Context: an optimization exercise on an open-source flow, tuned for a short achievable clock period and few clock cycles. The choices shown serve that exercise and are no tape-out recipe. Only simulation tests tie the RTL to the original design; equivalence was not proved. Power figures rest on the tool's default switching activity, not on a simulated workload.

`design.v`:
```
module dlt645_scan (
    input  wire [15:0] cls,
    input  wire [7:0]  r,           
    input  wire        strict,
    input  wire [2:0]  nb,
    input  wire [3:0]  lv,          
    input  wire [3:0]  fe, s68, e16, z, one, two, thr, eq,
    input  wire [15:0] dsm,         
    input  wire [31:0] dv,          
    output reg  [3:0]  s1err,       
    output reg  [3:0]  restart,     
    output reg  [3:0]  okv,         
    output reg  [11:0] cause,
    output reg  [3:0]  dl,          
    output reg  [3:0]  ld,          
    output reg  [3:0]  alive,
    output reg  [3:0]  after_s,
    output reg  [4:0]  rC, rL, rCS,
    output reg         has_s,
    output reg  [1:0]  s_l,
    output reg  [3:0]  nrs,         
    output reg  [7:0]  sm,          
    output reg  [1:0]  pv,          
    output reg         any_rs,
    output reg  [15:0] ncls,
    output reg  [7:0]  nr
);
    integer j, o, k, i;
    reg [4:0] rA, rS2, rD, rE;
    reg [3:0] fend, fendm;
    reg [4:0] alive5;
    reg [3:0] pscan, s1c;
    reg       Lz, L1, L2, L3;
    reg       cont;
    reg [1:0] lr;
    always @(*) begin
        rA = 5'd0; rS2 = 5'd0; rC = 5'd0; rL = 5'd0; rD = 5'd0; rCS = 5'd0; rE = 5'd0;
        for (o = 1; o <= 9; o = o + 1) begin
            for (j = 0; j < 5; j = j + 1) begin
                if (o + j <= 6) rA[j]  = rA[j]  | cls[o];
                if (o + j == 7) rS2[j] = rS2[j] | cls[o];
                if (o + j == 8) rC[j]  = rC[j]  | cls[o];
                if (o + j == 9) rL[j]  = rL[j]  | cls[o];
                if (o + j >= 10) begin
                    Lz = z[(9-o)%4]; L1 = one[(9-o)%4]; L2 = two[(9-o)%4]; L3 = thr[(9-o)%4];
                    case (o + j - 10)
                        0: begin rD[j] = rD[j] | (cls[o] & !Lz);
                                 rCS[j] = rCS[j] | (cls[o] & Lz); end
                        1: begin rD[j] = rD[j] | (cls[o] & !(Lz | L1));
                                 rCS[j] = rCS[j] | (cls[o] & L1);
                                 rE[j]  = rE[j]  | (cls[o] & Lz); end
                        2: begin rD[j] = rD[j] | (cls[o] & !(Lz | L1 | L2));
                                 rCS[j] = rCS[j] | (cls[o] & L2);
                                 rE[j]  = rE[j]  | (cls[o] & L1); end
                        default: begin rD[j] = rD[j] | (cls[o] & !(Lz | L1 | L2 | L3));
                                 rCS[j] = rCS[j] | (cls[o] & L3);
                                 rE[j]  = rE[j]  | (cls[o] & L2); end
                    endcase
                end
            end
        end
        for (k = 0; k < 4; k = k + 1) begin
            for (j = 0; j < 5; j = j + 1) begin
                if (j < k)      rD[j]  = rD[j]  | cls[10+k];
                if (j == k)     rCS[j] = rCS[j] | cls[10+k];
                if (j == k + 1) rE[j]  = rE[j]  | cls[10+k];
            end
        end
        rD[3:0] = rD[3:0] | {4{cls[14]}};
        rD[4]   = rD[4]  | (cls[14] & (r != 8'd4));
        rCS[4]  = rCS[4] | (cls[14] & (r == 8'd4));
        rE[0]   = rE[0]  | cls[15];
        for (j = 0; j < 4; j = j + 1)
            fend[j] = lv[j] & ((rS2[j] & !s68[j]) | (rCS[j] & strict & !eq[j]) | rE[j]);
        alive5[0] = !cls[0];
        for (j = 0; j < 4; j = j + 1)
            alive5[j+1] = alive5[j] & !fend[j];
        alive = alive5[3:0];
        for (j = 0; j < 4; j = j + 1) begin
            fendm[j] = alive[j] & fend[j];
            pscan[j] = !alive[j];
            s1c[j]   = lv[j] & pscan[j] & s68[j];
        end
        after_s[0] = 1'b0;
        for (j = 1; j < 4; j = j + 1)
            after_s[j] = after_s[j-1] | s1c[j-1];
        has_s = |s1c;
        s_l = s1c[0] ? 2'd0 : s1c[1] ? 2'd1 : s1c[2] ? 2'd2 : 2'd3;
        for (j = 0; j < 4; j = j + 1) begin
            s1err[j]   = lv[j] & pscan[j] & !after_s[j] & !s68[j] & !fe[j];
            restart[j] = fendm[j] | s1err[j];
        end
        any_rs = |restart;
        for (j = 0; j < 4; j = j + 1) begin
            nrs[j] = 1'b1;
            lr = 2'd0;
            for (i = 0; i < j; i = i + 1)
                if (restart[i]) begin
                    nrs[j] = 1'b0;
                    lr = i;
                end
            sm[2*j +: 2] = j - 1 - lr;
        end
        lr = restart[3] ? 2'd3 : restart[2] ? 2'd2 : restart[1] ? 2'd1 : 2'd0;
        pv = nb[1:0] - 2'd1 - lr;
        for (j = 0; j < 4; j = j + 1) begin
            okv[j] = fendm[j] & rE[j] & (!strict | e16[j]);
            if (s1err[j])      cause[3*j +: 3] = 3'd1;
            else if (rS2[j])   cause[3*j +: 3] = 3'd2;
            else if (rCS[j])   cause[3*j +: 3] = 3'd4;
            else if (okv[j])   cause[3*j +: 3] = 3'd0;
            else               cause[3*j +: 3] = 3'd5;
            dl[j] = alive[j] & lv[j] & rD[j];
            ld[j] = dl[j] & rCS[j+1];
        end
        cont = alive5[4];
        ncls = 16'd0;
        nr   = 8'd0;
        if (has_s) begin
            for (j = 1; j <= 4; j = j + 1)
                ncls[j] = (nb == j + s_l);
        end else if (!cont) begin
            ncls[0] = 1'b1;
        end else begin
            for (o = 1; o <= 5; o = o + 1)
                for (j = 1; j <= 4; j = j + 1)
                    if (o + j <= 9)
                        ncls[o + j] = ncls[o + j] | (cls[o] & (nb == j));
            for (o = 6; o <= 9; o = o + 1) begin
                if (cls[o]) begin
                    if (o + nb <= 9) begin
                        for (j = 1; j <= 3; j = j + 1)
                            if (o + j <= 9)
                                ncls[o + j] = ncls[o + j] | (nb == j);
                    end else if (rE[nb]) begin
                        ncls[15] = 1'b1;
                    end else begin
                        nr = dv[8*((9-o)%4) +: 8];
                        for (k = 0; k < 4; k = k + 1)
                            ncls[10 + k] = dsm[4*((9-o)%4) + k];
                        ncls[14] = !(|dsm[4*((9-o)%4) +: 4]);
                    end
                end
            end
            for (k = 0; k < 4; k = k + 1) begin
                if (cls[10+k]) begin
                    if (rE[nb]) ncls[15] = 1'b1;
                    else
                        for (j = 0; j <= k; j = j + 1)
                            ncls[10 + k - j] = ncls[10 + k - j] | (nb == j);
                end
            end
            if (cls[15]) ncls[15] = 1'b1;
        end
    end
endmodule
module dlt645_rx (
    input  wire        clk,
    input  wire        rst,           
    input  wire        strict,        
    input  wire        in_valid,
    output wire        in_ready,
    input  wire [31:0] in_data,
    input  wire [2:0]  in_nbytes,     
    output reg         out_valid,
    input  wire        out_ready,
    output reg         out_is_result,
    output wire [31:0] out_data,
    output wire [2:0]  out_nbytes,
    output reg         out_ok,
    output wire [2:0]  out_cause,
    output wire [15:0] out_count,
    output reg  [15:0] out_pre,
    output reg  [47:0] out_addr,
    output reg  [7:0]  out_ctrl,
    output reg  [7:0]  out_len,
    output reg  [7:0]  out_cs,
    output reg  [7:0]  out_end
);
    localparam [7:0] PRE_BYTE   = 8'hFE;
    localparam [7:0] START_BYTE = 8'h68;
    localparam [7:0] END_BYTE   = 8'h16;
    genvar g;
    function [7:0] add8;
        input [7:0] a, b;
        input       ci;
        reg   [7:0] gg, pp, G, P, Gn, Pn;
        integer d, n;
        begin
            gg = a & b;
            pp = a ^ b;
            G = gg; P = pp;
            G[0] = gg[0] | (pp[0] & ci);
            for (d = 1; d < 8; d = d * 2) begin
                Gn = G; Pn = P;
                for (n = d; n < 8; n = n + 1) begin
                    Gn[n] = G[n] | (P[n] & G[n-d]);
                    Pn[n] = P[n] & P[n-d];
                end
                G = Gn; P = Pn;
            end
            add8 = pp ^ {G[6:0], ci};
        end
    endfunction
    function [15:0] inc16;
        input [15:0] a;
        input [2:0]  k;
        reg   [2:0]  lo;
        reg          c;
        integer n;
        begin
            lo = {1'b0, a[1:0]} + {1'b0, k[1:0]};
            c  = lo[2] | k[2];
            inc16[1:0] = lo[1:0];
            for (n = 2; n < 16; n = n + 1)
                inc16[n] = a[n] ^ (c & (&(a | ~(((16'd1 << n) - 16'd1) & 16'hFFFC))));
        end
    endfunction
    function [3:0] enc16;
        input [15:0] a;
        integer n;
        begin
            enc16 = 4'd0;
            for (n = 0; n < 16; n = n + 1)
                enc16 = enc16 | ({4{a[n]}} & n);
        end
    endfunction
    function [7:0] dec8;
        input [7:0] a;
        input [2:0] k;
        reg   [2:0] lo;
        reg         bw;
        integer n;
        begin
            lo = {1'b0, a[1:0]} - {1'b0, k[1:0]};
            bw = lo[2] | k[2];
            dec8[1:0] = lo[1:0];
            for (n = 2; n < 8; n = n + 1)
                dec8[n] = a[n] ^ (bw & !(|(a & (((8'd1 << n) - 8'd1) & 8'hFC))));
        end
    endfunction
    reg adv;
    reg        s0_v;
    reg [31:0] s0_d;
    reg [2:0]  s0_n;
    reg [3:0]  s0_lv;
    reg [4:0]  s0_nbh;
    reg [2:0]  s0_dk [0:3];    
    integer j0;
    always @(posedge clk) begin
        if (rst) begin
            s0_v <= 1'b0;
        end else if (adv) begin
            s0_v <= in_valid;
            s0_d <= in_data;
            s0_n <= in_nbytes;
            for (j0 = 0; j0 < 4; j0 = j0 + 1) begin
                s0_lv[j0] <= (j0 < in_nbytes);
                s0_dk[j0] <= in_nbytes - 3'd1 - j0;
            end
            for (j0 = 0; j0 < 5; j0 = j0 + 1)
                s0_nbh[j0] <= (in_nbytes == j0);
        end
    end
    reg [7:0] b0 [0:3];
    reg [3:0] v0;
    reg [7:0] m0 [0:3];
    integer j1;
    always @(*) begin
        for (j1 = 0; j1 < 4; j1 = j1 + 1) begin
            b0[j1] = s0_d[8*j1 +: 8];
            v0[j1] = s0_lv[j1];
            m0[j1] = v0[j1] ? b0[j1] : 8'd0;
        end
    end
    reg        s1_v;
    reg [2:0]  s1_n;
    reg [4:0]  s1_nbh;
    reg [31:0] s1_d;
    reg [3:0]  s1_lv;
    reg [2:0]  s1_dk [0:3];
    reg [7:0]  s1_s01, s1_t23, s1_q0, s1_q1, s1_u01, s1_u23;
    integer j2;
    always @(posedge clk) begin
        if (rst) begin
            s1_v <= 1'b0;
        end else if (adv) begin
            s1_v  <= s0_v;
            s1_n  <= s0_n;
            s1_nbh <= s0_nbh;
            s1_d  <= s0_d;
            s1_lv <= v0;
            for (j2 = 0; j2 < 4; j2 = j2 + 1) begin
                s1_dk[j2] <= s0_dk[j2];
            end
            s1_s01 <= add8(b0[0], b0[1], 1'b0);
            s1_t23 <= add8(b0[2], ~b0[3], 1'b1);
            s1_q0  <= add8(8'd0, ~b0[0], 1'b1);
            s1_q1  <= add8(b0[0], ~b0[1], 1'b1);
            s1_u01 <= add8(m0[0], m0[1], 1'b0);
            s1_u23 <= add8(m0[2], m0[3], 1'b0);
        end
    end
    reg        s2_v;
    reg [2:0]  s2_n;
    reg [4:0]  s2_nbh;
    reg [31:0] s2_d;
    reg [3:0]  s2_lv;
    reg [2:0]  s2_dk [0:3];
    reg [31:0] s2_q;           
    reg [31:0] s2_ps;          
    reg [7:0]  s2_tot;
    integer j3, k3;
    always @(posedge clk) begin
        if (rst) begin
            s2_v <= 1'b0;
        end else if (adv) begin
            s2_v   <= s1_v;
            s2_n   <= s1_n;
            s2_nbh <= s1_nbh;
            s2_d   <= s1_d;
            s2_lv  <= s1_lv;
            for (j3 = 0; j3 < 4; j3 = j3 + 1)
                s2_dk[j3] <= s1_dk[j3];
            s2_q[7:0]   <= s1_q0;
            s2_q[15:8]  <= s1_q1;
            s2_q[23:16] <= add8(s1_s01, ~s1_d[23:16], 1'b1);
            s2_q[31:24] <= add8(s1_s01, s1_t23, 1'b0);
            s2_ps[7:0]  <= 8'd0;
            s2_ps[15:8] <= s1_d[7:0];
            s2_ps[23:16] <= s1_s01;
            s2_ps[31:24] <= add8(s1_s01, s1_d[23:16], 1'b0);
            s2_tot <= add8(s1_u01, s1_u23, 1'b0);
        end
    end
    reg  [7:0] psum;           
    reg        s3_v;
    reg [2:0]  s3_n;
    reg [4:0]  s3_nbh;
    reg [31:0] s3_d;
    reg [3:0]  s3_lv;
    reg [31:0] s3_dv;
    reg [31:0] s3_x;           
    reg [31:0] s3_p;           
    integer j4;
    always @(posedge clk) begin
        if (rst) begin
            s3_v <= 1'b0;
            psum <= 8'd0;
        end else if (adv) begin
            s3_v   <= s2_v;
            if (s2_v)
                psum <= add8(psum, s2_tot, 1'b0);
            s3_n   <= s2_n;
            s3_nbh <= s2_nbh;
            s3_d   <= s2_d;
            s3_lv  <= s2_lv;
            for (j4 = 0; j4 < 4; j4 = j4 + 1)
                s3_dv[8*j4 +: 8] <= dec8(s2_d[8*j4 +: 8], s2_dk[j4]);
            for (j4 = 0; j4 < 4; j4 = j4 + 1) begin
                s3_x[8*j4 +: 8] <= add8(psum, s2_q[8*j4 +: 8], 1'b0);
                s3_p[8*j4 +: 8] <= add8(psum, s2_ps[8*j4 +: 8], 1'b0);
            end
        end
    end
    reg  [7:0] base;           
    wire [7:0] base_new;       
    wire       base_upd;       
    reg  [3:0] a_eqo, a_eqn;
    reg  [7:0] a_dv [0:3];
    integer j5;
    always @(*)
        for (j5 = 0; j5 < 4; j5 = j5 + 1) begin
            a_eqo[j5] = (s3_x[8*j5 +: 8] == base);
            a_eqn[j5] = (s3_x[8*j5 +: 8] == base_new);
            a_dv[j5]  = s3_dv[8*j5 +: 8];
        end
    reg        t3_v;
    reg [2:0]  t3_n;
    reg [4:0]  t3_nbh;
    reg [31:0] t3_d;
    reg [3:0]  t3_lv;
    reg [3:0]  t3_fe, t3_s68, t3_e16, t3_z, t3_one, t3_two, t3_thr;
    reg [3:0]  t3_eqo, t3_eqn;
    reg        t3_upd;
    wire [3:0] b_eq = t3_upd ? t3_eqn : t3_eqo;
    reg [31:0] t3_dv;
    reg [15:0] t3_dsm;
    reg [31:0] t3_p;
    always @(posedge clk) begin
        if (rst) begin
            t3_v <= 1'b0;
        end else if (adv) begin
            t3_v   <= s3_v;
            t3_n   <= s3_n;
            t3_nbh <= s3_nbh;
            t3_d   <= s3_d;
            t3_lv  <= s3_lv;
            for (j5 = 0; j5 < 4; j5 = j5 + 1) begin
                t3_fe[j5]  <= (s3_d[8*j5 +: 8] == PRE_BYTE);
                t3_s68[j5] <= (s3_d[8*j5 +: 8] == START_BYTE);
                t3_e16[j5] <= (s3_d[8*j5 +: 8] == END_BYTE);
                t3_z[j5]   <= (s3_d[8*j5 +: 8] == 8'd0);
                t3_one[j5] <= (s3_d[8*j5 +: 8] == 8'd1);
                t3_two[j5] <= (s3_d[8*j5 +: 8] == 8'd2);
                t3_thr[j5] <= (s3_d[8*j5 +: 8] == 8'd3);
                t3_dv[8*j5 +: 8] <= a_dv[j5];
                t3_dsm[4*j5 +: 4] <= {a_dv[j5] == 8'd3, a_dv[j5] == 8'd2, a_dv[j5] == 8'd1, a_dv[j5] == 8'd0};
            end
            t3_eqo <= a_eqo;
            t3_eqn <= a_eqn;
            t3_upd <= base_upd;
            t3_p   <= s3_p;
        end
    end
    wire [15:0] c_ncls [0:15];
    wire [7:0]  c_nr   [0:15];
    wire        c_any  [0:15];
    wire [1:0]  c_pv   [0:15];
    wire        c_hs   [0:15];
    wire [1:0]  c_sl   [0:15];
    generate
        for (g = 0; g < 16; g = g + 1) begin : cl
            if (g != 14) begin : sc
                wire [3:0]  u_s1err, u_restart, u_okv, u_dl, u_ld, u_alive, u_after, u_nor;
                wire [11:0] u_cause;
                wire [7:0]  u_sm;
                wire [4:0]  u_rC, u_rL, u_rCS;
                dlt645_scan scan (
                    .cls(16'd1 << g), .r(8'd0), .strict(strict), .nb(t3_n), .lv(t3_lv),
                    .fe(t3_fe), .s68(t3_s68), .e16(t3_e16), .z(t3_z), .one(t3_one),
                    .two(t3_two), .thr(t3_thr), .eq(b_eq), .dsm(t3_dsm), .dv(t3_dv),
                    .s1err(u_s1err), .restart(u_restart), .okv(u_okv),
                    .cause(u_cause), .dl(u_dl), .ld(u_ld), .alive(u_alive), .after_s(u_after),
                    .rC(u_rC), .rL(u_rL), .rCS(u_rCS),
                    .has_s(c_hs[g]), .s_l(c_sl[g]), .nrs(u_nor), .sm(u_sm), .pv(c_pv[g]),
                    .any_rs(c_any[g]), .ncls(c_ncls[g]), .nr(c_nr[g]));
            end else begin : db
                assign c_ncls[g] = 16'd0;
                assign c_nr[g]   = 8'd0;
                assign c_any[g]  = 1'b0;
                assign c_pv[g]   = 2'd0;
                assign c_hs[g]   = 1'b0;
                assign c_sl[g]   = 2'd0;
            end
        end
    endgenerate
    reg        s4_v;
    reg [2:0]  s4_n;
    reg [4:0]  s4_nbh;
    reg [31:0] s4_d;
    reg [3:0]  s4_lv;
    reg [3:0]  s4_fe, s4_s68, s4_e16, s4_z, s4_one, s4_two, s4_thr, s4_eq;
    reg [31:0] s4_dv;
    reg [15:0] s4_dsm;
    reg [31:0] s4_p;
    reg [3:0]  s4_nc   [0:15];
    reg [7:0]  s4_nr   [6:9];
    reg [15:0] s4_add;         
    reg [1:0]  s4_pv   [0:15]; 
    reg [15:0] s4_hs;          
    reg [1:0]  s4_sl   [0:15]; 
    reg [7:0]  s4_bv   [0:15]; 
    integer c6;
    always @(posedge clk) begin
        if (rst) begin
            s4_v <= 1'b0;
        end else if (adv) begin
            s4_v   <= t3_v;
            s4_n   <= t3_n;
            s4_nbh <= t3_nbh;
            s4_d   <= t3_d;
            s4_lv  <= t3_lv;
            s4_fe  <= t3_fe;  s4_s68 <= t3_s68; s4_e16 <= t3_e16;
            s4_z   <= t3_z;   s4_one <= t3_one; s4_two <= t3_two; s4_thr <= t3_thr;
            s4_eq  <= b_eq;
            s4_dv  <= t3_dv;
            s4_dsm <= t3_dsm;
            s4_p   <= t3_p;
            for (c6 = 0; c6 < 16; c6 = c6 + 1) begin
                s4_nc[c6]   <= enc16(c_ncls[c6]);
                s4_add[c6]  <= !c_any[c6];
                s4_pv[c6]   <= c_pv[c6];
                s4_hs[c6]   <= c_hs[c6];
                s4_sl[c6]   <= c_sl[c6];
                s4_bv[c6]   <= t3_p[8*c_sl[c6] +: 8] & {8{c_hs[c6]}};
            end
            for (c6 = 6; c6 <= 9; c6 = c6 + 1)
                s4_nr[c6] <= c_nr[c6];
        end
    end
    reg [15:0] cls;
    reg [7:0]  r;
    reg [15:0] pos;
    reg [15:0] m_ncls, db_ncls;
    reg [3:0]  m_nc;
    reg [7:0]  m_nr;
    reg        m_add, m_hs;
    reg [1:0]  m_pv, m_sl;
    reg [7:0]  m_bv;
    reg [7:0]  req;            
    reg [15:0] pos_nb;         
    integer c7, j7;
    always @(*) begin
        m_nc = 4'd0; m_nr = 8'd0; m_add = 1'b0; m_pv = 2'd0; m_hs = 1'b0; m_sl = 2'd0; m_bv = 8'd0;
        for (c7 = 0; c7 < 16; c7 = c7 + 1) begin
            m_nc   = m_nc   | ({4{cls[c7]}}  & s4_nc[c7]);
            m_add  = m_add  | (cls[c7] & s4_add[c7]);
            m_pv   = m_pv   | ({2{cls[c7]}}  & s4_pv[c7]);
            m_hs   = m_hs   | (cls[c7] & s4_hs[c7]);
            m_sl   = m_sl   | ({2{cls[c7]}}  & s4_sl[c7]);
            m_bv   = m_bv   | ({8{cls[c7]}}  & s4_bv[c7]);
        end
        for (c7 = 6; c7 <= 9; c7 = c7 + 1)
            m_nr = m_nr | ({8{cls[c7]}} & s4_nr[c7]);
        for (c7 = 0; c7 < 16; c7 = c7 + 1)
            m_ncls[c7] = (m_nc == c7);
        pos_nb = ({16{s4_nbh[1]}} & inc16(pos, 3'd1)) | ({16{s4_nbh[2]}} & inc16(pos, 3'd2))
               | ({16{s4_nbh[3]}} & inc16(pos, 3'd3)) | ({16{s4_nbh[4]}} & inc16(pos, 3'd4));
        for (j7 = 0; j7 < 8; j7 = j7 + 1)
            req[j7] = (r == j7);
        db_ncls = 16'd0;
        for (j7 = 0; j7 < 4; j7 = j7 + 1)
            db_ncls[10+j7] = (s4_nbh[1] & req[j7+1]) | (s4_nbh[2] & req[j7+2])
                           | (s4_nbh[3] & req[j7+3]) | (s4_nbh[4] & req[j7+4]);
        db_ncls[14] = !(|db_ncls[13:10]);
    end
    assign base_new = m_bv;
    assign base_upd = s4_v & !cls[14] & m_hs;
    reg        s5_v;
    reg [15:0] s5_cls;
    reg [7:0]  s5_r;
    reg [15:0] s5_pos;
    reg [2:0]  s5_n;
    reg [31:0] s5_d;
    reg [3:0]  s5_lv;
    reg [3:0]  s5_fe, s5_s68, s5_e16, s5_z, s5_one, s5_two, s5_thr, s5_eq;
    reg [31:0] s5_dv;
    reg [15:0] s5_dsm;
    always @(posedge clk) begin
        if (rst) begin
            s5_v <= 1'b0;
            cls  <= 16'd1;
            pos  <= 16'd0;
        end else if (adv) begin
            s5_v <= s4_v;
            if (s4_v) begin
                if (cls[14]) begin
                    cls <= db_ncls;
                    r   <= dec8(r, s4_n);
                    pos <= pos_nb;
                end else begin
                    cls <= m_ncls;
                    r   <= m_nr;
                    pos <= m_add ? pos_nb : {14'd0, m_pv};
                    if (m_hs)
                        base <= m_bv;
                end
            end
            s5_cls <= cls;
            s5_r   <= r;
            s5_pos <= pos;
            s5_n   <= s4_n;
            s5_d   <= s4_d;
            s5_lv  <= s4_lv;
            s5_fe  <= s4_fe;  s5_s68 <= s4_s68; s5_e16 <= s4_e16;
            s5_z   <= s4_z;   s5_one <= s4_one; s5_two <= s4_two; s5_thr <= s4_thr;
            s5_eq  <= s4_eq;
            s5_dv  <= s4_dv;
            s5_dsm <= s4_dsm;
        end
    end
    wire [3:0]  x_s1err, x_restart, x_okv, x_dl, x_ld, x_alive, x_after, x_nor;
    wire [11:0] x_cause;
    wire [7:0]  x_sm;
    wire [4:0]  x_rC, x_rL, x_rCS;
    wire        x_hs, x_any;
    wire [1:0]  x_sl, x_pv;
    wire [15:0] x_ncls;
    wire [7:0]  x_nr;
    dlt645_scan scan6 (
        .cls(s5_cls), .r(s5_r), .strict(strict), .nb(s5_n), .lv(s5_lv),
        .fe(s5_fe), .s68(s5_s68), .e16(s5_e16), .z(s5_z), .one(s5_one),
        .two(s5_two), .thr(s5_thr), .eq(s5_eq), .dsm(s5_dsm), .dv(s5_dv),
        .s1err(x_s1err), .restart(x_restart), .okv(x_okv),
        .cause(x_cause), .dl(x_dl), .ld(x_ld), .alive(x_alive), .after_s(x_after),
        .rC(x_rC), .rL(x_rL), .rCS(x_rCS),
        .has_s(x_hs), .s_l(x_sl), .nrs(x_nor), .sm(x_sm), .pv(x_pv),
        .any_rs(x_any), .ncls(x_ncls), .nr(x_nr));
    reg        s6_v;
    reg [15:0] s6_cls;
    reg [15:0] s6_pos;
    reg [31:0] s6_d;
    reg [3:0]  s6_lv;
    reg [3:0]  s6_restart, s6_okv, s6_dl, s6_ld, s6_nor, s6_after;
    reg [3:0]  s6_wc, s6_wl, s6_wcs;    
    reg [11:0] s6_cause;
    reg [7:0]  s6_sm;
    reg        s6_hs;
    reg [1:0]  s6_sl;
    reg [4:0]  s6_ndh;                  
    reg [1:0]  s6_ds, s6_ll;            
    reg        s6_last;
    reg [15:0] s6_posk [0:4];           
    reg        s6_pnor;                 
    reg [1:0]  s6_psm;
    integer j8;
    always @(posedge clk) begin
        if (rst) begin
            s6_v <= 1'b0;
        end else if (adv) begin
            s6_v       <= s5_v;
            s6_cls     <= s5_cls;
            s6_pos     <= s5_pos;
            s6_d       <= s5_d;
            s6_lv      <= s5_lv;
            s6_restart <= x_restart;
            s6_okv     <= x_okv;
            s6_dl      <= x_dl;
            s6_ld      <= x_ld;
            s6_nor     <= x_nor;
            s6_after   <= x_after;
            s6_wc      <= x_alive & s5_lv & x_rC[3:0];
            s6_wl      <= x_alive & s5_lv & x_rL[3:0];
            s6_wcs     <= x_alive & s5_lv & x_rCS[3:0];
            s6_cause   <= x_cause;
            s6_sm      <= x_sm;
            s6_hs      <= x_hs;
            s6_sl      <= x_sl;
            for (j8 = 0; j8 < 5; j8 = j8 + 1)
                s6_posk[j8] <= inc16(s5_pos, j8);
            s6_ndh  <= 5'd0;
            s6_ds   <= 2'd0;
            for (j8 = 0; j8 < 16; j8 = j8 + 1)
                if (x_dl == j8) begin
                    s6_ndh  <= 5'd1 << (((j8 >> 0) & 1) + ((j8 >> 1) & 1) + ((j8 >> 2) & 1) + ((j8 >> 3) & 1));
                    s6_ds   <= (j8 & 1) ? 0 : (j8 & 2) ? 1 : (j8 & 4) ? 2 : 3;
                end
            s6_last <= |x_ld;
            s6_ll   <= x_ld[0] ? 2'd0 : x_ld[1] ? 2'd1 : x_ld[2] ? 2'd2 : 2'd3;
            s6_pnor    <= x_nor[x_sl];
            s6_psm     <= x_sm[2*x_sl +: 2];
        end
    end
    reg [15:0] pre_r;
    reg [7:0]  addr_r [0:5];
    reg [7:0]  ctrl_r, len_r, cs_r;
    reg [7:0]  b7 [0:3];
    reg [15:0] cnt [0:3];
    reg [15:0] posk [0:4];
    reg [15:0] pre_n;
    reg [7:0]  f_ctrl, f_len, f_cs, f_end;
    reg [5:0]  a_we [0:3];
    integer i9, j9;
    always @(*) begin
        for (j9 = 0; j9 < 4; j9 = j9 + 1)
            b7[j9] = s6_d[8*j9 +: 8];
        for (j9 = 0; j9 < 5; j9 = j9 + 1)
            posk[j9] = s6_posk[j9];
        for (j9 = 0; j9 < 4; j9 = j9 + 1)
            cnt[j9] = s6_nor[j9] ? (s6_okv[j9] ? posk[j9+1] : posk[j9]) : {14'd0, s6_sm[2*j9 +: 2]};
        pre_n = s6_pnor ? posk[s6_sl] : {14'd0, s6_psm};
        f_ctrl = ctrl_r; f_len = len_r; f_cs = cs_r; f_end = b7[0];
        for (j9 = 0; j9 < 4; j9 = j9 + 1) begin
            if (s6_wc[j9])  f_ctrl = b7[j9];
            if (s6_wl[j9])  f_len  = b7[j9];
            if (s6_wcs[j9]) f_cs   = b7[j9];
            if (s6_okv[j9]) f_end  = b7[j9];
        end
        for (j9 = 0; j9 < 4; j9 = j9 + 1)
            for (i9 = 0; i9 < 6; i9 = i9 + 1) begin
                a_we[j9][i9] = s6_after[j9] & ({1'b0, s6_sl} + i9 + 1 == j9);
                if (i9 + 1 - j9 >= 1)
                    a_we[j9][i9] = a_we[j9][i9] | s6_cls[i9 + 1 - j9];
                a_we[j9][i9] = a_we[j9][i9] & s6_lv[j9];
            end
    end
    reg [1:0]  pc;
    reg [7:0]  pk [0:2];
    reg [1:0]  ds, ll;
    reg        last;
    reg [2:0]  total;
    reg [7:0]  W [0:6];
    reg        recA, recB, big;
    reg [1:0]  laneA;
    reg [2:0]  nA, nB;
    reg [1:0]  n_pc;
    reg [3:0]  sv, selB;
    integer i10, j10, v10;
    always @(*) begin
        ds = s6_ds;
        last = s6_last;
        ll = s6_ll;
        total = 3'd0;
        for (v10 = 0; v10 < 4; v10 = v10 + 1)
            for (i10 = 0; i10 < 5; i10 = i10 + 1)
                if (pc == v10 && s6_ndh[i10])
                    total = v10 + i10;
        for (i10 = 0; i10 < 7; i10 = i10 + 1) begin
            W[i10] = 8'd0;
            for (v10 = 0; v10 < 16; v10 = v10 + 1)
                if ({pc, ds} == v10) begin
                    if (i10 < (v10 >> 2))
                        W[i10] = pk[i10 % 3];
                    else if ((v10 & 3) + i10 - (v10 >> 2) < 4)
                        W[i10] = b7[((v10 & 3) + i10 - (v10 >> 2)) % 4];
                end
        end
        big   = total[2];
        recA  = big | last;
        laneA = ll;
        for (v10 = 0; v10 < 16; v10 = v10 + 1)
            if (big && {pc, ds} == v10)
                laneA = ((v10 & 3) + 3 - (v10 >> 2)) % 4;
        nA    = big ? 3'd4 : total;
        recB  = last & big & (total != 3'd4);
        nB    = {1'b0, total[1:0]};
        n_pc  = last ? 2'd0 : total[1:0];
        for (j10 = 0; j10 < 4; j10 = j10 + 1) begin
            sv[j10]   = s6_v & (s6_restart[j10] | (recA & laneA == j10) | (recB & ll == j10));
            selB[j10] = recB & (ll == j10);
        end
    end
    reg        s7_v;
    reg [3:0]  s7_sv, s7_selB;
    reg [3:0]  s7_res, s7_ok;
    reg [2:0]  s7_cause [0:3];
    reg [15:0] s7_cnt [0:3];
    reg [31:0] s7_w03;
    reg [23:0] s7_w46;
    reg [2:0]  s7_nA, s7_nB;
    wire       fq_wr = s6_v & (|s6_okv);
    reg        f_wp, f_rp;     
    reg [1:0]  f_cnt;
    reg [95:0] f_q   [0:1];
    integer j11, i11;
    always @(posedge clk) begin
        if (rst) begin
            s7_v <= 1'b0;
            pc   <= 2'd0;
            f_wp <= 1'b0;
        end else if (adv) begin
            s7_v <= s6_v;
            if (s6_v) begin
                pc <= n_pc;
                if (big) begin
                    pk[0] <= W[4]; pk[1] <= W[5]; pk[2] <= W[6];
                end else begin
                    pk[0] <= W[0]; pk[1] <= W[1]; pk[2] <= W[2];
                end
                if (s6_hs)
                    pre_r <= pre_n;
                for (j11 = 0; j11 < 4; j11 = j11 + 1) begin
                    for (i11 = 0; i11 < 6; i11 = i11 + 1)
                        if (a_we[j11][i11]) addr_r[i11] <= b7[j11];
                    if (s6_wc[j11])  ctrl_r <= b7[j11];
                    if (s6_wl[j11])  len_r  <= b7[j11];
                    if (s6_wcs[j11]) cs_r   <= b7[j11];
                end
            end
            s7_sv   <= sv;
            s7_selB <= selB;
            s7_w03  <= {W[3], W[2], W[1], W[0]};
            s7_w46  <= {W[6], W[5], W[4]};
            s7_nA   <= nA;
            s7_nB   <= nB;
            for (j11 = 0; j11 < 4; j11 = j11 + 1) begin
                s7_res[j11]   <= s6_restart[j11];
                s7_ok[j11]    <= s6_okv[j11];
                s7_cause[j11] <= s6_cause[3*j11 +: 3];
                s7_cnt[j11]   <= cnt[j11];
            end
            if (fq_wr) begin
                f_q[f_wp] <= {pre_r, addr_r[5], addr_r[4], addr_r[3], addr_r[2], addr_r[1], addr_r[0],
                              f_ctrl, f_len, f_cs, f_end};
                f_wp <= !f_wp;
            end
        end
    end
    reg [1:0]  csrc [0:3];
    reg [3:0]  ccv;
    reg [2:0]  cnw;
    reg [2:0]  s7_f   [0:3];
    reg [31:0] s7_pl  [0:3];
    integer k13, v13, j13, n13;
    always @(*) begin
        for (j13 = 0; j13 < 4; j13 = j13 + 1) begin
            if (s7_res[j13]) begin
                s7_f[j13]  = s7_cause[j13];
                s7_pl[j13] = {16'd0, s7_cnt[j13]};
            end else if (s7_selB[j13]) begin
                s7_f[j13]  = s7_nB;
                s7_pl[j13] = {8'd0, s7_w46};
            end else begin
                s7_f[j13]  = s7_nA;
                s7_pl[j13] = s7_w03;
            end
        end
        for (k13 = 0; k13 < 4; k13 = k13 + 1) begin
            csrc[k13] = 2'd0;
            ccv[k13]  = 1'b0;
        end
        cnw = 3'd0;
        n13 = 0;
        for (v13 = 0; v13 < 16; v13 = v13 + 1)
            if (s7_sv == v13) begin
                n13 = 0;
                for (j13 = 0; j13 < 4; j13 = j13 + 1)
                    if ((v13 >> j13) & 1) begin
                        csrc[n13 % 4] = j13;
                        ccv[n13 % 4]  = 1'b1;
                        n13 = n13 + 1;
                    end
                cnw = n13;
            end
    end
    reg        s8_v;
    reg [3:0]  s8_cv;
    reg [2:0]  s8_nw;
    reg [3:0]  s8_res, s8_ok;
    reg [2:0]  s8_f   [0:3];
    reg [31:0] s8_pl  [0:3];
    always @(posedge clk) begin
        if (rst) begin
            s8_v <= 1'b0;
        end else if (adv) begin
            s8_v  <= s7_v;
            s8_cv <= s7_v ? ccv : 4'd0;
            s8_nw <= s7_v ? cnw : 3'd0;
            for (k13 = 0; k13 < 4; k13 = k13 + 1) begin
                s8_res[k13] <= s7_res[csrc[k13]];
                s8_ok[k13]  <= s7_ok[csrc[k13]];
                s8_f[k13]   <= s7_f[csrc[k13]];
                s8_pl[k13]  <= s7_pl[csrc[k13]];
            end
        end
    end
    localparam QD = 8;
    reg [7:0]  q_wp, q_rp;     
    reg [3:0]  q_cnt;
    reg        q_res [0:QD-1];
    reg        q_ok  [0:QD-1];
    reg [2:0]  q_f   [0:QD-1];
    reg [31:0] q_pl  [0:QD-1];
    reg        rdy;            
    reg [7:0]  wp_n, rp1;
    reg        q_wr, pop, byp;
    reg        ha_res, ha_ok, hb_res, hb_ok;
    reg [2:0]  ha_f, hb_f;
    reg [31:0] ha_pl, hb_pl;
    reg        n_res, n_ok;
    reg [2:0]  n_f;
    reg [31:0] n_pl;
    reg [3:0]  q_cnt_n;
    reg [1:0]  f_cnt_n;
    integer j12, e12;
    always @(*) begin
        case (s8_nw)
            3'd0: wp_n = q_wp;
            3'd1: wp_n = {q_wp[6:0], q_wp[7]};
            3'd2: wp_n = {q_wp[5:0], q_wp[7:6]};
            3'd3: wp_n = {q_wp[4:0], q_wp[7:5]};
            default: wp_n = {q_wp[3:0], q_wp[7:4]};
        endcase
        rp1  = {q_rp[6:0], q_rp[7]};
        q_wr = adv & s8_v;
        pop  = out_valid & out_ready;
        byp  = q_wr & s8_cv[0] & ((q_cnt == 4'd0) | ((q_cnt == 4'd1) & pop));
        ha_res = 1'b0; ha_ok = 1'b0; ha_f = 3'd0; ha_pl = 32'd0;
        hb_res = 1'b0; hb_ok = 1'b0; hb_f = 3'd0; hb_pl = 32'd0;
        for (e12 = 0; e12 < QD; e12 = e12 + 1) begin
            ha_res = ha_res | (q_rp[e12] & q_res[e12]);
            ha_ok  = ha_ok  | (q_rp[e12] & q_ok[e12]);
            ha_f   = ha_f   | ({3{q_rp[e12]}} & q_f[e12]);
            ha_pl  = ha_pl  | ({32{q_rp[e12]}} & q_pl[e12]);
            hb_res = hb_res | (rp1[e12] & q_res[e12]);
            hb_ok  = hb_ok  | (rp1[e12] & q_ok[e12]);
            hb_f   = hb_f   | ({3{rp1[e12]}} & q_f[e12]);
            hb_pl  = hb_pl  | ({32{rp1[e12]}} & q_pl[e12]);
        end
        if (byp) begin
            n_res = s8_res[0]; n_ok = s8_ok[0]; n_f = s8_f[0]; n_pl = s8_pl[0];
        end else if (pop) begin
            n_res = hb_res; n_ok = hb_ok; n_f = hb_f; n_pl = hb_pl;
        end else begin
            n_res = ha_res; n_ok = ha_ok; n_f = ha_f; n_pl = ha_pl;
        end
        q_cnt_n = q_cnt + (q_wr ? {1'b0, s8_nw} : 4'd0) - {3'd0, pop};
        f_cnt_n = f_cnt + {1'b0, adv & fq_wr} - {1'b0, pop & out_ok};
    end
    reg [31:0] out_pl;
    reg [2:0]  out_f;
    assign out_data   = out_pl;
    assign out_count  = out_pl[15:0];
    assign out_nbytes = out_f;
    assign out_cause  = out_f;
    assign in_ready   = rdy;
    always @(posedge clk) begin
        out_is_result <= n_res;
        out_ok        <= n_ok;
        out_f         <= n_f;
        out_pl        <= n_pl;
        {out_pre, out_addr[47:40], out_addr[39:32], out_addr[31:24], out_addr[23:16],
         out_addr[15:8], out_addr[7:0], out_ctrl, out_len, out_cs, out_end}
            <= (pop & out_ok) ? f_q[!f_rp] : f_q[f_rp];
        if (rst) begin
            q_wp <= 8'd1; q_rp <= 8'd1; q_cnt <= 4'd0;
            f_rp <= 1'b0; f_cnt <= 2'd0;
            out_valid <= 1'b0;
            adv <= 1'b1;
            rdy <= 1'b1;
        end else begin
            if (q_wr) begin
                for (e12 = 0; e12 < QD; e12 = e12 + 1)
                    for (j12 = 0; j12 < 4; j12 = j12 + 1)
                        if (s8_cv[j12] && q_wp[(e12 + QD - j12) % QD]) begin
                            q_res[e12] <= s8_res[j12];
                            q_ok [e12] <= s8_ok[j12];
                            q_f  [e12] <= s8_f[j12];
                            q_pl [e12] <= s8_pl[j12];
                        end
                q_wp <= wp_n;
            end
            q_cnt <= q_cnt_n;
            f_cnt <= f_cnt_n;
            adv   <= (q_cnt_n <= QD - 4) && (f_cnt_n <= 2'd1);
            rdy   <= !q_cnt_n[3] && !(q_cnt_n[2] && (q_cnt_n[1:0] != 2'd0)) && !f_cnt_n[1];
            out_valid <= (q_cnt_n != 4'd0);
            if (pop) begin
                q_rp <= rp1;
                if (out_ok)
                    f_rp <= !f_rp;
            end
        end
    end
endmodule
```
`run.sh`:
```
#!/bin/bash
# synth_recipe.tcl (not shown) runs the flow's synth.tcl, then flattens the netlist and writes it again
# the make line also repeats each setting of config.mk as NAME=value (left out here)
make -C /OpenROAD-flow-scripts/flow DESIGN_CONFIG=/design/flow/config.mk WORK_HOME=/design/flow/orfs CLKGATE_MAP_FILE= SYNTH_SCRIPT=/design/flow/synth_recipe.tcl finish
```
`config.mk`:
```
export PLATFORM = sky130hd
export DESIGN_NAME = dlt645_rx
export DESIGN_NICKNAME = dlt645_rx
export VERILOG_FILES = /design/flow/design.v
export SDC_FILE = /design/flow/constraint.sdc
export NUM_CORES = 4
export LEC_CHECK = 0
export ABC_CLOCK_PERIOD_IN_PS = 2000
export CAP_MARGIN = 20
export CORE_MARGIN = 2
export CORE_UTILIZATION = 35
export CTS_CLUSTER_DIAMETER = 100
export CTS_CLUSTER_SIZE = 20
export SETUP_SLACK_MARGIN = 1.8
export SLEW_MARGIN = 20
```
`constraint.sdc`:
```
create_clock -name core_clock -period 4.0 [get_ports {clk}]
set_input_delay 0.8000 -clock core_clock [delete_from_list [all_inputs] [get_ports {clk}]]
set_output_delay 0.8000 -clock core_clock [all_outputs]
set_load 0.01 [all_outputs]
```
==> results_dict.tcl, run 1 <==
set metrics [dict create \
    grt_pass1_vias 77290 \
    cts_sinks 2235 \
    crit_path_start "t3_lv[0]" \
    clock-root-buffer "clkbuf_16" \
    crit_buf_inv 1 \
    clock.fmax_mhz 409.5 \
    cts_buffers 140 \
    cts_tree "done" \
    drive_gt1_frac 0.1953 \
    period_share 0.6106 \
    crit_fanout 20 \
    yosysUniqueCellTypes 95 \
    fin_area_mm2 0.1274 \
    gp_congestion 0.9446 \
    path_delay_family "simple AND/OR/NAND/NOR gates" \
    min_period_ps 2442 \
    cts.path.max_buffers 4 \
    layout_common_cells "edfxtp_1, nand2_1, o21ai_0" \
    slowest_delay_ps 460 \
    area_delta_synth_final_pct 17.58 \
    hp-class "in -> reg" \
    dpl_cell_area_mm2 0.1149 \
    synthAdderAreaFrac 0.02618 \
    netlist_instances 9753 \
    rr_endpoint "s4_pv[10][1]" \
    netlist_top_cells_area "edfxtp_1, o21ai_0, nand2_1, dfxtp_1, nand3_1" \
    synth_mux_area_frac 0.03851 \
    drt-pass1-iter-count 19 \
    hold_viol 0 \
    p_leak_nw 45.07 \
    rsz0062_at_grt "yes" \
    synth_xor_area_frac 0.02393 \
    ys.flop_type "edfxtp_1" \
    start_util 0.3513 \
    postCtsHoldBufs 0 \
    core.rowCount 204 \
    critPathLaunchType "flop" \
    ys_ff_latch 2235 \
    worst_pin_slew_ps 1168 \
    critPathArrivalTime_ps 3030 \
    syn-num-nets 10010 \
    drt-initial-drc-count 11320 \
    endpoint_kind "flop" \
    crit_path_end "s4_pv[10][1]" \
    status "finished clean" \
    synth_compound_area_frac 0.1402 \
    critPathSlowestCell "or3_4" \
    dieArea_mm2 0.3139 \
    synthesis.area_mm2 0.1083 \
    fp.dieH_um 560.3 \
    die_w_um 560.3 \
    io_pins 194 \
    max_cap_viol_count 0 \
    routed_wl_um 367000 \
    ir_drop_uv 466.0 \
    rr_worst_depth 9 \
    synth_top_cell_by_area "edfxtp_1" \
    finalSetupTns_ps 0 \
    crit-reg2reg-launch "t3_lv[0]" \
    grt_max_degree 139 \
    power_density_mw_per_mm2 543.2 \
    syn_avg_cell_area_um2 11.11 \
    drc 0 \
    setup_viol 0 \
    dp_hpwl_um 231600 \
    critPathKind "reg -> reg" \
    worstPathCellList "buf_4, nand2_1, or3_4, a21boi_4, a31oi_1, nor2_2, ha_4, xor2_1, xnor2_1" \
    synth_top_family_by_area "compound AO/OA/AOI/OAI gates" \
    antenna_left 0 \
    vias 81880 \
    synth_edf_count 2022 \
    grt-ovfl-total 0 \
    io_buffers 193 \
    final-max-slew-violation-count 0 \
    skew_ps 62.47 \
    drt-wirelength-per-cell_um 25.73 \
    crit_required_ps 4580 \
    mostFrequentLayoutCell "edfxtp_1" \
    via_per_inst 5.740 \
    synthArstFlopShare 0 \
    worst-path-stages 9 \
    nNetsFinal 10320 \
    grt.total_usage 0.2213 \
    clkTransAtPathRegs_ps 90 \
    yosys.area.top_type_share 0.5606 \
    clk_latency_ps 850 \
    grt_pass1_wl_um 522500 \
    coreArea_mm2 0.3083 \
    seq_area_frac_synth 0.5999 \
    yosys.area_share.simple 0.1312 \
    grt_antenna_before_repair 9 \
    relSlewSlack 0.2216 \
    rrSetupSlack_ps 1560 \
    htree_levels 4 \
    synth_warnings 62 \
]
## synthesized netlist by cell type (16+ instances only)
cell / number
inv_1: 258
nor2_1: 452
o21ai_0: 1069
buf_4: 20
and3_1: 65
buf_1: 119
mux2i_1: 239
nor4_1: 16
or2_2: 17
a21oi_1: 333
o31ai_1: 16
nand3_1: 715
xnor2_1: 200
a221o_1: 31
nor3_1: 109
nor3b_1: 21
a21o_1: 28
a21boi_0: 28
nand2_1: 1223
a222oi_1: 40
dfxtp_1: 213
a211oi_1: 22
nand2b_1: 55
o22ai_1: 49
a221oi_1: 80
clkbuf_1: 665
a31oi_1: 47
mux2_2: 152
fa_1: 23
o21a_1: 37
ha_1: 189
o211a_1: 18
buf_2: 47
nor2b_1: 117
a22o_1: 115
a22oi_1: 330
xor2_1: 96
edfxtp_1: 2022
and2_1: 136
o211ai_1: 26
nand4_1: 104
## through the flow
stage                     setup WS (ps)    util  hold slack (ps)  total power, mW  std cells
after global placement            321.8  0.3727            400.5            51.64      13500
after floorplan                  -23740       -            400.3            37.19       9753
after CTS                          1617  0.4000            151.1            67.75      14040
final                              1558  0.4130            198.1            69.18      14260
after global routing               1502  0.4130            169.1            72.18      14260
after detailed placement          306.5  0.3727            404.5            52.05      13500
## cells by family (layout without fill, tap and decap cells)
family                     Yosys count  count (layout)
DFF                               2235            2235
and+or+nand+nor                   3086            3086
xor gates and xnor gates           296             296
adders and majority gates          213             213
muxes                              394             394
buffers and inverters             1117            1502
AOI/OAI and AO/OA                 2412            2413
other                                0               5
## repair_timing
action / CTS / global route
endpoints found under the hold margin: 0 / 0
gates resized for setup: 1278 / 570
cloned: 19 / 9
setup buffers: 309 / 206
pin swaps: 124 / 227
endpoints found under the setup margin: 3022 / 1100
## worst register-to-register path: stages, from the launching register on
cell and delay (ps):
edfxtp_1 330, buf_4 300, nand2_1 270, or3_4 460, a21boi_4 160, a31oi_1 170, nor2_2 80, ha_4 160
xor2_1 140, xnor2_1 120
## state kept, by name, summed over array words and instances (netlist names), 48 cells and up, named ones only
register	cells
s4_bv	80
s7_cnt	64
addr_r	48
out_addr	48
s4_nc	54
s6_posk	76
q_pl	256
f_q	192
s8_pl	128
## power by group
| part | leakage (nW) | switching, mW | internal, mW |
|---|---|---|---|
| clock | 1.88 | 7.72 | 6.64 |
| combinational | 22.3 | 11.5 | 7.87 |
| sequential | 20.9 | 4.02 | 31.4 |
| total | 45.1 | 23.2 | 45.9 |
## final cells by class
class / instances / area, um^2
Fill cell: 28770 / 181000
Sequential cell: 2235 / 65260
Multi-Input combinational cell: 6402 / 42200
Timing Repair Buffer: 1019 / 9766
Tap cell: 4120 / 5155
Clock buffer: 203 / 3750
Inverter: 265 / 1049
Clock inverter: 15 / 153.9
Antenna cell: 5 / 12.51
## metal layers
metal  track usage  part of all wire
met3       0.03904             0.091
met4        0.1064             0.055
met2        0.3610              0.47
met1        0.2841              0.39
met5             0          0.000074
## how the worst min path moves through the flow
stage	start	endpoint	slack, ps	cells past startpoint
CTS	rst	s6_v	150	2
floorplan	s0_dk[0][1]	s1_dk[0][1]	400	0
finish	rst	s6_v	200	2
detailed placement	s0_dk[0][2]	s1_dk[0][2]	400	0
global placement	s0_dk[2][0]	s1_dk[2][0]	400	0
global route	rst	s7_v	170	2
Testbench counts, summed over its fixed seeds: cycles 7,331.
==> inputs of run 2 (changes only) <==
--- a/design.v
+++ b/design.v
@@ -601,13 +601,34 @@
     reg [4:0]  s6_ndh;                  
     reg [1:0]  s6_ds, s6_ll;            
     reg        s6_last;
+    reg        s6_hasok;                
+    reg [3:0]  s6_cm [0:3];             
+    reg [3:0]  s6_eb [0:3];             
+    reg [1:0]  s6_cn [0:3];             
     reg [15:0] s6_posk [0:4];           
     reg        s6_pnor;                 
     reg [1:0]  s6_psm;
-    integer j8;
+    integer j8, i8;
+    function integer popc4;
+        input integer v;
+        begin
+            popc4 = (v & 1) + ((v >> 1) & 1) + ((v >> 2) & 1) + ((v >> 3) & 1);
+        end
+    endfunction
+    function [3:0] ebm;
+        input integer v, j;
+        integer i;
+        begin
+            ebm = 4'd0;
+            for (i = 0; i < 4; i = i + 1)
+                if (i < j && ((v >> i) & 1))
+                    ebm = ebm | (4'd1 << ((4 - popc4(v & ((2 << i) - 1))) % 4));
+        end
+    endfunction
     always @(posedge clk) begin
         if (rst) begin
             s6_v <= 1'b0;
+            s6_hasok <= 1'b0;
         end else if (adv) begin
             s6_v       <= s5_v;
             s6_cls     <= s5_cls;
@@ -636,9 +657,23 @@
                     s6_ndh  <= 5'd1 << (((j8 >> 0) & 1) + ((j8 >> 1) & 1) + ((j8 >> 2) & 1) + ((j8 >> 3) & 1));
                     s6_ds   <= (j8 & 1) ? 0 : (j8 & 2) ? 1 : (j8 & 4) ? 2 : 3;
                 end
+            for (j8 = 0; j8 < 4; j8 = j8 + 1) begin
+                s6_cm[j8] <= 4'd0;
+                s6_eb[j8] <= 4'd0;
+                s6_cn[j8] <= 2'd0;
+            end
+            for (i8 = 0; i8 < 16; i8 = i8 + 1)
+                if (x_dl == i8)
+                    for (j8 = 0; j8 < 4; j8 = j8 + 1) begin
+                        s6_cn[j8] <= popc4(i8 & ((2 << j8) - 1));
+                        if ((i8 >> j8) & 1)
+                            s6_cm[j8] <= 4'd1 << ((4 - popc4(i8 & ((2 << j8) - 1))) % 4);
+                        s6_eb[j8] <= ebm(i8, j8);
+                    end
             s6_last <= |x_ld;
             s6_ll   <= x_ld[0] ? 2'd0 : x_ld[1] ? 2'd1 : x_ld[2] ? 2'd2 : 2'd3;
             s6_pnor    <= x_nor[x_sl];
+            s6_hasok   <= s5_v & (|x_okv);
             s6_psm     <= x_sm[2*x_sl +: 2];
         end
     end
@@ -685,7 +720,8 @@
     reg [1:0]  laneA;
     reg [2:0]  nA, nB;
     reg [1:0]  n_pc;
-    reg [3:0]  sv, selB;
+    reg [3:0]  sv, selB, pch;
+    reg [2:0]  nj [0:3];
     integer i10, j10, v10;
     always @(*) begin
         ds = s6_ds;
@@ -716,9 +752,14 @@
         recB  = last & big & (total != 3'd4);
         nB    = {1'b0, total[1:0]};
         n_pc  = last ? 2'd0 : total[1:0];
+        pch = 4'd1 << pc;
         for (j10 = 0; j10 < 4; j10 = j10 + 1) begin
-            sv[j10]   = s6_v & (s6_restart[j10] | (recA & laneA == j10) | (recB & ll == j10));
-            selB[j10] = recB & (ll == j10);
+            sv[j10]   = s6_v & (s6_restart[j10] | s6_ld[j10] | (|(s6_cm[j10] & pch)));
+            selB[j10] = s6_ld[j10] & (|(s6_eb[j10] & pch));
+            nj[j10]   = 3'd4;
+            for (v10 = 0; v10 < 16; v10 = v10 + 1)
+                if ({pc, s6_cn[j10]} == v10 && ((v10 >> 2) + (v10 & 3)) % 4 != 0)
+                    nj[j10] = ((v10 >> 2) + (v10 & 3)) % 4;
         end
     end
     reg        s7_v;
@@ -728,8 +769,8 @@
     reg [15:0] s7_cnt [0:3];
     reg [31:0] s7_w03;
     reg [23:0] s7_w46;
-    reg [2:0]  s7_nA, s7_nB;
-    wire       fq_wr = s6_v & (|s6_okv);
+    reg [2:0]  s7_n [0:3];
+    wire       fq_wr = s6_hasok;
     reg        f_wp, f_rp;     
     reg [1:0]  f_cnt;
     reg [95:0] f_q   [0:1];
@@ -762,8 +803,8 @@
             s7_selB <= selB;
             s7_w03  <= {W[3], W[2], W[1], W[0]};
             s7_w46  <= {W[6], W[5], W[4]};
-            s7_nA   <= nA;
-            s7_nB   <= nB;
+            for (j11 = 0; j11 < 4; j11 = j11 + 1)
+                s7_n[j11] <= nj[j11];
             for (j11 = 0; j11 < 4; j11 = j11 + 1) begin
                 s7_res[j11]   <= s6_restart[j11];
                 s7_ok[j11]    <= s6_okv[j11];
@@ -789,10 +830,10 @@
                 s7_f[j13]  = s7_cause[j13];
                 s7_pl[j13] = {16'd0, s7_cnt[j13]};
             end else if (s7_selB[j13]) begin
-                s7_f[j13]  = s7_nB;
+                s7_f[j13]  = s7_n[j13];
                 s7_pl[j13] = {8'd0, s7_w46};
             end else begin
-                s7_f[j13]  = s7_nA;
+                s7_f[j13]  = s7_n[j13];
                 s7_pl[j13] = s7_w03;
             end
         end
@@ -852,6 +893,9 @@
     reg [2:0]  n_f;
     reg [31:0] n_pl;
     reg [3:0]  q_cnt_n;
+    reg [2:0]  nwv;
+    reg        adv_q, adv_q5, adv_n;
+    integer a12, b12;
     reg [1:0]  f_cnt_n;
     integer j12, e12;
     always @(*) begin
@@ -887,6 +931,15 @@
         end
         q_cnt_n = q_cnt + (q_wr ? {1'b0, s8_nw} : 4'd0) - {3'd0, pop};
         f_cnt_n = f_cnt + {1'b0, adv & fq_wr} - {1'b0, pop & out_ok};
+        nwv = q_wr ? s8_nw : 3'd0;
+        adv_q = 1'b0; adv_q5 = 1'b0;
+        for (a12 = 0; a12 <= QD; a12 = a12 + 1)
+            for (b12 = 0; b12 <= 4; b12 = b12 + 1)
+                if (q_cnt == a12 && nwv == b12) begin
+                    adv_q  = (a12 + b12 <= QD - 4);
+                    adv_q5 = (a12 + b12 == QD - 3);
+                end
+        adv_n = (adv_q | (pop & adv_q5)) & (f_cnt_n <= 2'd1);
     end
     reg [31:0] out_pl;
     reg [2:0]  out_f;
@@ -923,7 +976,7 @@
             end
             q_cnt <= q_cnt_n;
             f_cnt <= f_cnt_n;
-            adv   <= (q_cnt_n <= QD - 4) && (f_cnt_n <= 2'd1);
+            adv   <= adv_n;
             rdy   <= !q_cnt_n[3] && !(q_cnt_n[2] && (q_cnt_n[1:0] != 2'd0)) && !f_cnt_n[1];
             out_valid <= (q_cnt_n != 4'd0);
             if (pop) begin
==> run 2 against run 1 <==
  * Still clean
  * Global-route usage fell by 0.20 points
  * Setup slack got worse by 120 ps
  * First-iteration DRC count decreased by 6.9%
  * Flip-flop and latch count rose by 28
  * Via count is 0.56% lower
  * Maximum frequency shrank 4.5%
  * Utilization about the same
  * Synthesized cell count fell by 0.73%
  * Cell count decreased by 0.82%
  * Sequential power up 5%
  * Combinational power is 5% higher
  * Highest routed layer unchanged
==> results_dict.tcl, run 2 <==
set metrics [dict create \
    coreArea_mm2 0.3088 \
    min_period_ps 2558 \
    crit_required_ps 4610 \
    drive_gt1_frac 0.1907 \
    grt-ovfl-total 0 \
    worstPathCellList "nand2b_1, a31oi_2, a2bb2oi_1, a221o_1, nand2_1, mux2_4" \
    die_w_um 561.3 \
    yosysUniqueCellTypes 94 \
    io_pins 194 \
    hp-class "reg -> reg" \
    cts_sinks 2263 \
    final_core_utilization 0.4126 \
    netlist_top_cells_area "edfxtp_1, o21ai_0, nand2_1, dfxtp_1, nand3_1" \
    synthArstFlopShare 0 \
    drt-pass1-iter-count 11 \
    core.rowCount 204 \
    synth_common_cells "edfxtp_1, nand2_1, o21ai_0" \
    setup_viol 0 \
    drc 0 \
    relSlewSlack 0.1684 \
    start_util 0.3519 \
    worst_pin_slew_ps 1247 \
    synth_warnings 72 \
    grt_antenna_before_repair 13 \
    grt_pass1_wl_um 519800 \
    p_leak_nw 45.33 \
    nNetsFinal 10200 \
    p_total_mw 72.43 \
    power_density_mw_per_mm2 568.4 \
    grt_max_degree 113 \
    grt.total_usage 0.2192 \
    slowest_delay_ps 790 \
    cts.path.max_buffers 4 \
    regMostFlops "q_pl" \
    skew_ps 58.97 \
    yosys.area.top_type_share 0.5661 \
    netlist_instances 9682 \
    status "finished clean" \
    cts_buffers 143 \
    syn_avg_cell_area_um2 11.23 \
    clk_latency_ps 870 \
    finalSetupTns_ps 0 \
    largest_reg_flops 256 \
    antenna_left 0 \
    synth_xor_area_frac 0.02497 \
    fin_area_mm2 0.1274 \
    crit-reg2reg-launch "s6_d[19]" \
    hold_viol 0 \
    ys_ff_latch 2263 \
    layout_common_cells "edfxtp_1, nand2_1, o21ai_0" \
    area_delta_synth_final_pct 17.25 \
    mostFrequentLayoutCell "edfxtp_1" \
    crit_path_start "s6_d[19]" \
    clock.fmax_mhz 390.9 \
    clkTransAtPathRegs_ps 80 \
    via_per_inst 5.755 \
    synthesis.area_mm2 0.1087 \
    cts_tree "done" \
    vias 81420 \
    htree_levels 4 \
    grt_pass1_vias 76620 \
    yosys.area_share.simple 0.1287 \
    period_share 0.6396 \
    synth_top_family_by_area "compound AO/OA/AOI/OAI gates" \
    fp.dieH_um 561.3 \
    fill_cells 28670 \
    seq_area_frac_synth 0.6055 \
    io_buffers 193 \
    syn-num-nets 9943 \
    gp_congestion 0.9246 \
    drt-wirelength-per-cell_um 25.60 \
    hold_start "s4_d[2]" \
    endpoint_kind "flop" \
    dp_hpwl_um 232700 \
    synthAdderAreaFrac 0.02712 \
    final-max-slew-violation-count 0 \
    postCtsHoldBufs 0 \
    clock-root-buffer "clkbuf_16" \
    critPathLaunchType "flop" \
    synth_mux_area_frac 0.03790 \
    reg.largest.list "q_pl: 256 flops, f_q: 192 flops, s8_pl: 128 flops" \
    ir_drop_uv 338.4 \
    ys.flop_type "edfxtp_1" \
    holdWs_ps 374.1 \
    critPathSlowestCell "edfxtp_1" \
    dieArea_mm2 0.3150 \
    critPathArrivalTime_ps 3170 \
    rsz0062_at_grt "yes" \
    drt-initial-drc-count 10540 \
    synth_most_common_cell "edfxtp_1" \
    routed_wl_um 362200 \
    dpl_cell_area_mm2 0.1153 \
    synth_compound_area_frac 0.1367 \
    synth_edf_count 2049 \
    critPathKind "reg -> reg" \
    synth_top_cell_by_area "edfxtp_1" \
    crit_fanout 10 \
    max_cap_viol_count 0 \
]
-- run 2: area by class of cell --
cell class	instances	area, um^2	share of cell area
flip-flops and latches	2263	66100	0.5187
diodes	5	12.51	0.00009818
inverters	267	1091	0.008561
multi-input cells	6319	41950	0.3291
repair inverters	1	7.507	0.00005891
well taps	4120	5155	0.04045
repair buffers	940	8975	0.07043
clock inverters	14	188.9	0.001483
clock buffers	218	3966	0.03112
-- run 2: cells by family (layout without fill, tap and decap cells) --
kind of cell    count (synthesis)  count (layout)
other cells                     0               5
flops                        2263            2263
compound gates               2363            2364
buf+inv                      1103            1440
simple gates                 3031            3033
mux                           391             391
xor+xnor                      309             309
fa+ha+maj                     222             222
-- run 2: what timing repair did --
item	4_1_cts	5_1_grt
endpoints found under the setup margin	2706	840
resized for setup	1299	537
buffers inserted	275	155
hold endpoints to repair	0	0
gates cloned	21	10
pin swaps	110	192
-- run 2: path summary, 6_finish.rpt --
kind	end	slack [ps]	depth (start not counted)
max	pk[1][3]	1440	6
min	s5_d[2]	370	0
max reg2reg	pk[1][3]	1440	6
min reg2reg	s5_d[2]	370	0
-- run 2: per-layer routing --
layer  part of all wire  vias to the layer above  global-route usage  wire, um
met5           0.000036                        -                   0        13
met4              0.057                        2              0.1065     20790
met3              0.086                     1198             0.03318     31330
met2               0.47                     4834              0.3567    168700
met1               0.39                    39160              0.2858    141400
li1                   -                    36220                   -         -
-- run 2: metrics by stage --
stage,std cells,worst slack (ps)
after floorplan,9682,-24430
after global placement,13450,165.4
after detailed placement,13450,196.6
after CTS,13980,1578
after global routing,14140,1457
final,14150,1442
-- run 2: critical path, delay by kind of cell, from the launching register on --
kind | cells | cell delay [ps]
flops | 1 | 790
compound gates | 3 | 830
mux | 1 | 270
simple gates | 2 | 430
-- run 2: report_power, final --
group	switching, mW	internal, mW	total (mW)
Sequential	4.57	32.5	37.0
Combinational	12.2	8.24	20.4
Clock	7.93	7.06	15.0
Total	24.7	47.8	72.4
Testbench counts of run 2, summed over its fixed seeds: cycles 7,331.

re-timing with driven ports:
In the flow no input, the clock included, has a driving cell. The finished layouts below were timed again as built, in two steps.
Step 1 (the two cells are an assumption about what drives the block):
set clk [get_ports {clk}]
set_driving_cell -lib_cell sky130_fd_sc_hd__clkbuf_16 $clk
set_driving_cell -lib_cell sky130_fd_sc_hd__buf_2 [delete_from_list [all_inputs] $clk]
Step 2 also shifts input and output timing later by t, the mid clock arrival at the registers, as if the neighbouring blocks saw the same clock.
a / b / c = ideal / step 1 / step 2; a / b = the first two.
| run | t (ns) | slack for setup (ns) | worst slew at a driven data input, ns |
|---|---|---|---|
| run 1 | 0.922 | 1.558 / 1.558 / 0.879 | 0.27 |
| run 2 | 0.934 | 1.442 / 1.442 / 0.704 | 0.13 |
After both steps setup and hold are still met in every run listed. The setup slack of run 2, which loses most, moves by 0.000 ns with the drivers and by -0.738 ns with both steps.
